Source: an optimization exercise on an open RTL-to-GDS flow (aim: small area). Production flows keep margins and buffers that such runs may drop. Only simulation tests tie the RTL to the original design; equivalence was not proved. Power and IR drop assume default switching activity.

File: design/flow/config.mk
export PLATFORM = sky130hd
export DESIGN_NAME = rc_core
export DESIGN_NICKNAME = rc_core
export VERILOG_FILES = /design/flow/design.v
export SDC_FILE = /design/flow/constraint.sdc
export NUM_CORES = 4
export LEC_CHECK = 0
export CAP_MARGIN = 20
export CORE_MARGIN = 2
export CORE_UTILIZATION = 40
export SLEW_MARGIN = 20
File: design/flow/constraint.sdc
create_clock -name core_clock -period 10.0 [get_ports {clk}]
set_input_delay 2.0000 -clock core_clock [delete_from_list [all_inputs] [get_ports {clk}]]
set_output_delay 2.0000 -clock core_clock [all_outputs]
set_load 0.01 [all_outputs]
File: design/flow/design.v
module rc_core (
    input  wire        clk,
    input  wire        rst,
    input  wire [15:0] TB,
    input  wire        CH_IN,
    input  wire        ADC_DONE,
    input  wire [9:0]  ADC_DATA,
    output wire        PWM_OUT,
    output wire        DIR_FWD,
    output wire        DIR_REV,
    output wire        IND_A,
    output wire        IND_B,
    output wire        ADC_START
);
    localparam [1:0] IDLE = 2'd0, WAIT = 2'd1, LAST = 2'd2, EVAL = 2'd3;
    reg [2:0]  phase;           
    reg        prev_level;
    reg [15:0] pulse_start;     
    reg [9:0]  cmd_mag;         
    reg [1:0]  cmd_dir;
    reg [15:0] t_valid;         
    reg        sig_lost;
    reg        pwm_pend;        
    reg [1:0]  dir_pend;        
    reg        pwm_out;
    reg [1:0]  dir_out;
    reg [1:0]  bat_state;
    reg [15:0] last_trigger;
    reg [12:0] acc_sum;         
    reg [2:0]  acc_cnt;
    reg        adc_pend;        
    reg        adc_start;
    reg [1:0]  bat_level;
    reg        blink_phase;
    function automatic [15:0] sub16(input [15:0] a, input [15:0] b);
        integer i;
        reg c;
        begin
            c = 1'b1;
            for (i = 0; i < 16; i = i + 1) begin
                sub16[i] = a[i] ^ ~b[i] ^ c;
                c = (a[i] & ~b[i]) | (a[i] & c) | (~b[i] & c);
            end
        end
    endfunction
    function automatic lt10(input [9:0] a, input [9:0] b);
        integer i;
        reg c;
        begin
            c = 1'b0;
            for (i = 0; i < 10; i = i + 1)
                c = (~a[i] & b[i]) | (~a[i] & c) | (b[i] & c);
            lt10 = c;
        end
    endfunction
    function automatic [12:0] add13(input [12:0] a, input [9:0] b);
        integer i;
        reg c;
        reg bi;
        begin
            c = 1'b0;
            for (i = 0; i < 13; i = i + 1) begin
                bi = (i < 10) ? b[i] : 1'b0;
                add13[i] = a[i] ^ bi ^ c;
                c = (a[i] & bi) | (a[i] & c) | (bi & c);
            end
        end
    endfunction
    wire p1 = (phase == 3'd0);
    wire p2 = (phase == 3'd1);
    wire p3 = (phase == 3'd2);
    wire [15:0] dur       = sub16(TB, pulse_start);
    wire        dur_valid = (dur >= 16'd800) && (dur <= 16'd2200);
    wire        vfall     = prev_level && !CH_IN && dur_valid;
    reg  [9:0] map_mag;
    reg  [1:0] map_dir;
    wire [8:0] rev_v = 9'd476 - dur[8:0];
    wire [8:0] fwd_v = 9'd475 - dur[8:0];
    always @* begin
        if (dur[11:0] < 12'd1450) begin
            map_dir = 2'b10;
            map_mag = (dur[11:0] < 12'd989) ? 10'h3ff : {rev_v, 1'b0};
        end else if (dur[11:0] > 12'd1550) begin
            map_dir = 2'b01;
            map_mag = (dur[11:0] > 12'd2011) ? 10'h000 : {fwd_v, 1'b1};
        end else begin
            map_dir = 2'b00;
            map_mag = 10'h3ff;
        end
    end
    wire [15:0] since_valid = sub16(TB, t_valid);
    wire        gated       = (bat_level == 2'd0) || sig_lost;
    wire        pwm_cmp     = lt10(TB[9:0], cmd_mag) || (cmd_mag == 10'h3ff);
    wire [15:0] since_trigger = sub16(TB, last_trigger);
    wire [1:0]  classify      = (acc_sum >= 13'd4800 ? 2'd1 : 2'd0) +
                                (acc_sum >= 13'd5600 ? 2'd1 : 2'd0) +
                                (acc_sum >= 13'd6400 ? 2'd1 : 2'd0);
    always @(posedge clk) begin
        if (rst)
            phase <= 3'd0;
        else
            phase <= (phase == 3'd4) ? 3'd0 : phase + 3'd1;
    end
    always @(posedge clk) begin
        if (p1) begin
            if (!prev_level)
                pulse_start <= TB;
            if (vfall) begin
                cmd_mag <= map_mag;
                cmd_dir <= map_dir;
                t_valid <= pulse_start;
            end
            pwm_pend <= gated || pwm_cmp;
            if (gated)
                dir_pend <= 2'b00;
            else if (cmd_mag != 10'd0)
                dir_pend <= cmd_dir;
            else
                dir_pend <= dir_out;
        end
        if (p1 && bat_state == IDLE) begin
            acc_sum <= 13'd0;
            acc_cnt <= 3'd0;
        end else if (p1 && bat_state == WAIT && ADC_DONE) begin
            acc_sum <= add13(acc_sum, ADC_DATA);
            acc_cnt <= acc_cnt + 3'd1;
        end
    end
    always @(posedge clk) begin
        if (rst) begin
            prev_level   <= 1'b0;
            sig_lost     <= 1'b1;
            pwm_out      <= 1'b1;
            dir_out      <= 2'b00;
            bat_state    <= IDLE;
            last_trigger <= 16'd0;
            adc_pend     <= 1'b0;
            adc_start    <= 1'b0;
            bat_level    <= 2'd0;
            blink_phase  <= 1'b0;
        end else begin
            if (p1) begin
                prev_level <= CH_IN;
                sig_lost   <= !vfall && (sig_lost || (since_valid >= 16'd50000));
                adc_pend   <= 1'b0;
                case (bat_state)
                    IDLE: if (since_trigger >= 16'd50000) begin
                        adc_pend     <= 1'b1;
                        last_trigger <= TB;
                        bat_state    <= WAIT;
                    end
                    WAIT: if (ADC_DONE) begin
                        if (acc_cnt == 3'd7) begin
                            bat_state <= LAST;
                        end else begin
                            adc_pend     <= 1'b1;
                            last_trigger <= TB;
                        end
                    end else if (since_trigger >= 16'd20000) begin
                        bat_state <= IDLE;
                    end
                    LAST: bat_state <= EVAL;
                    default: ;
                endcase
            end
            if (p2) begin
                pwm_out <= pwm_pend;
                dir_out <= dir_pend;
            end
            if (p3) begin
                adc_start <= adc_pend;
                if (bat_state == EVAL) begin
                    bat_level   <= classify;
                    blink_phase <= !blink_phase;
                    bat_state   <= IDLE;
                end
            end
        end
    end
    assign PWM_OUT   = pwm_out;
    assign DIR_FWD   = dir_out[0];
    assign DIR_REV   = dir_out[1];
    assign ADC_START = adc_start;
    assign IND_A = (bat_level == 2'd0) ? blink_phase :
                   (bat_level == 2'd1) ? 1'b1 : 1'b0;
    assign IND_B = (bat_level == 2'd2) ? 1'b1 :
                   (bat_level == 2'd3) ? blink_phase : 1'b0;
endmodule
File: design/flow/run.sh
#!/bin/bash
# synth_recipe.tcl (not shown) runs the flow's synth.tcl, then flattens the netlist and writes it again
# the make line also repeats each setting of config.mk as NAME=value (left out here)
make -C /OpenROAD-flow-scripts/flow DESIGN_CONFIG=/design/flow/config.mk WORK_HOME=/design/flow/orfs CLKGATE_MAP_FILE= SYNTH_SCRIPT=/design/flow/synth_recipe.tcl finish
==> flow_summary.json <==
{
  "r2r_slack_ns": 3.00,
  "p_leak_nw": 2.65,
  "power.density_nw_per_um2": 176,
  "overflow": 0,
  "cts_max_level": 3,
  "grt_pass1_vias": 3766,
  "post_cts_resized": 0,
  "hold_path_end": "t_valid[11]",
  "synth_edf_count": 47,
  "required_ns": 10.04,
  "antennaDiodeCount": 0,
  "finalCritPeriodShare_pct": 89.3,
  "arrival_ns": 8.97,
  "finalNetCount": 650,
  "synth_seq_cells": 94,
  "dieArea_um2": 14900,
  "tns_ns": 0,
  "post-cts-setup-buffer-count": 0,
  "synth_commonest_cells": "inv_1 (77), fa_1 (52), dfxtp_1 (47), edfxtp_1 (47), nor2_1 (44)",
  "syn_inst": 513,
  "maxCapViolations": 0,
  "die_w_um": 122,
  "ys_types": 63,
  "post-dp-hpwl_um": 8520,
  "firstDrtPassIters": 4,
  "cts.path.max_buffers": 2,
  "io_pins": 36,
  "synth.most_common_cell": "inv_1",
  "coreArea_um2": 13800,
  "avgSynthCellArea_um2": 10.9,
  "cts_tree": "built",
  "synth_top_area_share_pct": 25.3,
  "cts_buffers": 9,
  "rsz0062_at_grt": "no",
  "drt_iter0_drc": 224,
  "ys_dominant_reg_cell": "edfxtp_1",
  "holdPathStages": 0,
  "track_usage_pct": 16.5,
  "setup_viol_count_final": 0,
  "max_freq_ghz": 0.112,
  "io_buffers": 35,
  "drive_above_1_share_pct": 5.58,
  "dr_total_vias": 3701,
  "clock_skew_ns": 0.00662,
  "ys_warn_count": 1,
  "synth_top_area_cell": "edfxtp_1",
  "clk_latency_ns": 0.34,
  "synth-async-reset-ratio_pct": 0,
  "peakVddDrop_uv": 80.4,
  "vias_per_cell": 5.03,
  "slew_viol_final": 0,
  "wire_per_inst_um": 15.1,
  "syn_nets": 612,
  "r2r_end": "t_valid[7]",
  "clock-sinks": 94,
  "synthTopCellsByArea": "edfxtp_1 (25%), fa_1 (19%), dfxtp_1 (17%)",
  "gp_congestion": 0.870,
  "power.total_mw": 1.13,
  "drc": 0,
  "cp_max_fo": 24,
  "rr_startpoint": "pulse_start[0]",
  "drt_wl_total_um": 11100,
  "syn_area_um2": 5580,
  "relSlewSlack_pct": 57.2,
  "hold_class": "flip-flop to flip-flop",
  "dieHeight_um": 122,
  "antenna_found_initial": 0,
  "grt_pass1_wl_um": 18900,
  "fin_util_pct": 46.7,
  "syn2layout_area_growth_pct": 15.3,
  "status": "timing/DRC/antenna clean",
  "seq_area_frac_synth_pct": 42.1,
  "critical_path_class": "input pin to flip-flop",
  "ctsHoldBuffers": 0,
  "min_from": "pulse_start[11]",
  "start_util_pct": 40.5,
  "grt_max_degree": 31,
  "clk_pin_slew_ns": 0.06,
  "worst_slew_pin_slew_ns": 0.641,
  "r2r_cells": 26,
  "fin_hold_ws_ns": 0.447,
  "cp-start-kind": "input pin",
  "fin_crit_ns": 8.93,
  "ant_nets": 0,
  "endpoint_kind": "flip-flop",
  "clockRootBuffer": "clkbuf_16",
  "hold_viol": 0,
  "rows": 43
}
-- flip-flops by register name, summed over array words and instances (netlist names), 3 cells and up --
register and count:
phase 3, t_valid 16, cmd_mag 10, acc_cnt 3
pulse_start 16, last_trigger 16, acc_sum 13
-- where the power goes --
group          leakage [nW]  switching [mW]  internal, mW
Clock                 0.149           0.141         0.196
Sequential            0.817          0.0165         0.441
Combinational          1.68           0.198         0.138
-- metrics by stage --
step	setup slack, ns	area, µm²	instances
final	1.07	6430	736
after global routing	0.765	6430	736
after CTS	1.02	6430	736
after detailed placement	0.636	6140	720
after global placement	0.879	6140	720
after floorplan	0.0876	5580	513
-- worst max-delay path by stage --
stage	end	depth (start not counted)	slack (ns)	start
after detailed placement	t_valid[1]	28	0.64	TB[0]
after global placement	t_valid[0]	28	0.88	TB[0]
final	t_valid[7]	28	1.07	TB[0]
after global routing	t_valid[2]	28	0.76	TB[0]
after floorplan	cmd_dir[0]	26	0.09	TB[0]
after CTS	t_valid[2]	28	1.02	TB[0]
-- cell families after synthesis --
kind of cell / Yosys count / share of synthesized area [%]
buf+inv: 92 / 7.06
simple gates: 135 / 11.5
fa+ha+maj: 72 / 23.0
xor+xnor: 10 / 1.57
mux: 25 / 4.48
compound gates: 85 / 10.3
flops: 94 / 42.1
-- per-layer routing --
layer  global-route usage (%)  vias to the layer above  part of all wire, %
li1                         -                     1805                    -
met1                     21.5                     1825                   47
met2                     27.6                       59                   48
met3                     3.23                       12                  3.2
met4                     5.68                        0                  1.8
met5                        0                        -                    0
-- layout by cell type (no fill, tap or decap), types with 4 or more instances in the layout --
| cell type | synthesis | routed |
|---|---|---|
| a211oi_1 | 7 | 7 |
| a21oi_1 | 27 | 27 |
| buf_4 | 1 | 4 |
| clkbuf_16 | 0 | 9 |
| clkbuf_8 | 1 | 4 |
| clkdlybuf4s50_1 | 0 | 35 |
| dfxtp_1 | 47 | 47 |
| edfxtp_1 | 47 | 47 |
| fa_1 | 52 | 52 |
| ha_1 | 17 | 17 |
| inv_1 | 77 | 77 |
| mux2i_1 | 25 | 25 |
| nand2_1 | 43 | 43 |
| nand2b_1 | 9 | 9 |
| nand4_1 | 4 | 4 |
| nor2_1 | 44 | 44 |
| nor2b_1 | 5 | 5 |
| nor3_1 | 7 | 6 |
| o21ai_0 | 12 | 12 |
| xnor2_1 | 7 | 7 |
-- cell type report --
type	instances	area, µm²
multi-input combinational	327	2850
fill	1327	7340
timing repair buffer	41	420
sequential	94	2350
tap	180	225
clock buffer	14	284
inverter	78	293
clock inverter	2	13.8
-- critical path, stage by stage --
cell and delay [ns]:
clkdlybuf4s50_1 0.49, inv_1 0.14, ha_1 0.16, inv_1 0.05, fa_1 0.37, fa_1 0.38, fa_1 0.38, fa_1 0.38
fa_1 0.38, fa_1 0.38, fa_1 0.39, fa_1 0.39, fa_1 0.36, inv_1 0.07, fa_1 0.16, inv_1 0.05
fa_1 0.36, inv_1 0.07, fa_1 0.16, inv_1 0.05, fa_1 0.35, inv_1 0.08, fa_1 0.17, xor2_1 0.17
xnor2_1 0.13, nand4_1 0.15, nor3_2 0.46, buf_12 0.26

## separate check: timing with driven ports
The results above use ideal ports. As a check the final layout listed here was re-extracted and re-timed, cells and wires unchanged.
Step 1, drivers: a clkbuf_16 drives clk and a buf_2 each remaining input, both assumed.
Step 2 times the ports against the registers' clock, not the clock port: input delays grow and output delays shrink by t, the midpoint of the rising clock arrivals with the driver on.
a / b / c = ideal ports / drivers / drivers and shift; a / b = the first two.
shift t [ns]: 0.380
setup WS [ns]: 1.069 / 1.088 / 0.708
hold WS [ns]: 0.447 / 0.447 / 0.447
worst register clock-pin slew, ns: 0.07 / 0.07
After both steps this run still meets setup and hold. The setup slack of this run moves by +0.019 ns with the drivers and by -0.361 ns with both steps.
